What follows belongs to an exercise in optimizing a design on an open flow for small area, a short achievable clock period and few clock cycles; a production flow would make more cautious choices. The RTL was checked by simulation tests, not by an equivalence proof against the original design. No activity file was given, so power comes from the tool's default toggle rates.

## patch_encoder
module patch_encoder (
    input             clk,
    input             rst,
    input             large_patch,
    input             in_valid,
    output            in_ready,
    input      [1:0]  in_kind,
    input      [31:0] in_coef,
    input      [15:0] in_stride,
    input      [7:0]  in_patch_size,
    input      [7:0]  in_layer_type,
    input      [7:0]  in_quant_wbits,
    input      [31:0] in_dc_offset,
    input      [15:0] in_range,
    input      [31:0] in_patch_ids,
    input      [15:0] in_postquant,
    output            out_valid,
    input             out_ready,
    output     [7:0]  out_data,
    output            out_last
);
Settings: LEC_CHECK=0, ABC_CLOCK_PERIOD_IN_PS=2700, CAP_MARGIN=20, CORE_MARGIN=2, CORE_UTILIZATION=40, CTS_CLUSTER_DIAMETER=80, CTS_CLUSTER_SIZE=24, SETUP_SLACK_MARGIN=4.0, SLEW_MARGIN=20; clock period 6.5 ns.
run.sh (not shown) runs the stock make flow with config.mk's settings and CLKGATE_MAP_FILE= SYNTH_SCRIPT=/design/flow/synth_recipe.tcl, a recipe that flattens the netlist after the stock synthesis.
The starting point finished with timing, DRC and antenna clean.
Testbench counts at the start, summed over its fixed seeds: cycles 13,490.
Rerun with:
Settings changed: ABC_CLOCK_PERIOD_IN_PS 2700 to 2600.
=>
- non-clock buffer count does not change
- fmax does not change
- global-route usage stays the same
- power does not change
- clock power barely changes
- cell area is unchanged
- area after synthesis stays the same
- via count stays the same

== the previous run ==
patch_encoder again, from the RTL that the note above started with.
Design patch_encoder, start of the top module:
module patch_encoder (
    input             clk,
    input             rst,
    input             large_patch,
    input             in_valid,
    output            in_ready,
    input      [1:0]  in_kind,
    input      [31:0] in_coef,
    input      [15:0] in_stride,
    input      [7:0]  in_patch_size,
    input      [7:0]  in_layer_type,
    input      [7:0]  in_quant_wbits,
    input      [31:0] in_dc_offset,
    input      [15:0] in_range,
    input      [31:0] in_patch_ids,
    input      [15:0] in_postquant,
    output            out_valid,
    input             out_ready,
    output     [7:0]  out_data,
    output            out_last
);
    localparam [1:0] C_GH = 2'd0, C_PH = 2'd1, C_COEF = 2'd2, C_END = 2'd3;
    localparam [1:0] E_GH = 2'd0, E_PE = 2'd1, E_CF = 2'd2;    
    reg        in_ready_q;
    assign in_ready = in_ready_q;
    wire       fire = in_valid & in_ready_q;
    reg [1:0]  exp_k;
    reg [6:0]  n_cur;         
    reg [6:0]  coef_left;     
    reg [6:0]  pq_r;          
    reg        lp_q;          
    wire       k_cf  = (exp_k == E_CF);
    wire       f_cf  = fire & k_cf;
    wire       f_gh  = fire & !k_cf & (in_kind == C_GH);
    wire       f_ph  = fire & !k_cf & (in_kind == C_PH);
    reg  [1:0] ph_ok;         
    wire       ph_we0 = in_valid & (in_kind == C_PH) & ph_ok[0];
    wire       ph_we1 = in_valid & (in_kind == C_PH) & ph_ok[1];
    reg        gh_ok;         
    wire       gh_we  = in_valid & (in_kind == C_GH) & gh_ok;
    wire       f_end = fire & !k_cf & (in_kind == C_END);
    wire       f_job = f_gh | f_ph | f_end;
    wire       jq_pop, ds_pop, gh_pop;      
    reg [1:0]  jq_wp, jq_rp;
    reg [2:0]  jq_cnt;
    wire [1:0] jq_tail = jq_wp - 2'd1;
    wire       tail_ok = (jq_cnt >= 3'd2) | (jq_cnt == 3'd1) & !jq_pop;
    wire       att_end = f_end & tail_ok & !jq_ghf[jq_tail];
  ...
Settings: LEC_CHECK=0, ABC_CLOCK_PERIOD_IN_PS=2500, CAP_MARGIN=20, CORE_MARGIN=2, CORE_UTILIZATION=40, CTS_CLUSTER_DIAMETER=80, CTS_CLUSTER_SIZE=24, SETUP_SLACK_MARGIN=4.2, SLEW_MARGIN=20; clock period 6.5 ns.
The previous run reached the final stage; the timing, design-rule and antenna checks on its layout passed.
Testbench counts of the previous run, summed over its fixed seeds: cycles 13,490.
Changes in the current run relative to the previous run:
- SETUP_SLACK_MARGIN: 4.2 -> 3.8
- ABC_CLOCK_PERIOD_IN_PS: 2500 -> 2700
- Against the previous run as the reference, the current run delivers a higher path depth of the worst reg2reg path.
- Of the previous run and the current run, the run reporting the higher internal power consumption was the previous run.
- Against the previous run, the current run comes in 4.2 points lower on combinational share of power.
- Taking the previous run as the reference, in the current run top achievable clock speed shows a reduction of 6.1%, cell total after placement roughly the same, clock insertion delay at the later pin of the skew report ~0 delta, number of antenna violations at the first check in global routing moved down.

[what the ideal ports hide]
Ports are ideal in the flow. The routed layouts listed here were re-timed in OpenROAD.
Step 1, drivers: a clkbuf_16 drives clk and a buf_2 each remaining input, both assumed.
Step 2 adds t to the input delays and takes it off the output delays; t is the mean of the earliest and latest rising clock arrival at the registers after step 1. Input paths then give back, and output paths get back, about the clock's delay inside the block.
a / b / c = no drivers / after step 1 / after step 2; a / b = the first two.
run | t, ns | slack for setup (ns) | hold WS [ns] | cell pins on the clock port's net
the first run of note 1 | 0.861 | 3.853 / 3.762 / 3.154 | 0.350 / 0.350 / 0.350 | 1
the second run of note 1 | 0.861 | 3.853 / 3.762 / 3.154 | 0.350 / 0.350 / 0.350 | 1
the previous run | 0.851 | 3.902 / 3.813 / 3.185 | 0.347 / 0.347 / 0.347 | 1
the current run | 0.851 | 3.734 / 3.734 / 3.117 | 0.341 / 0.341 / 0.341 | 1
After both steps every run listed still meets setup and hold. For the previous run, which loses most, drivers alone change the setup slack by -0.089 ns; drivers and shift together by -0.717 ns.
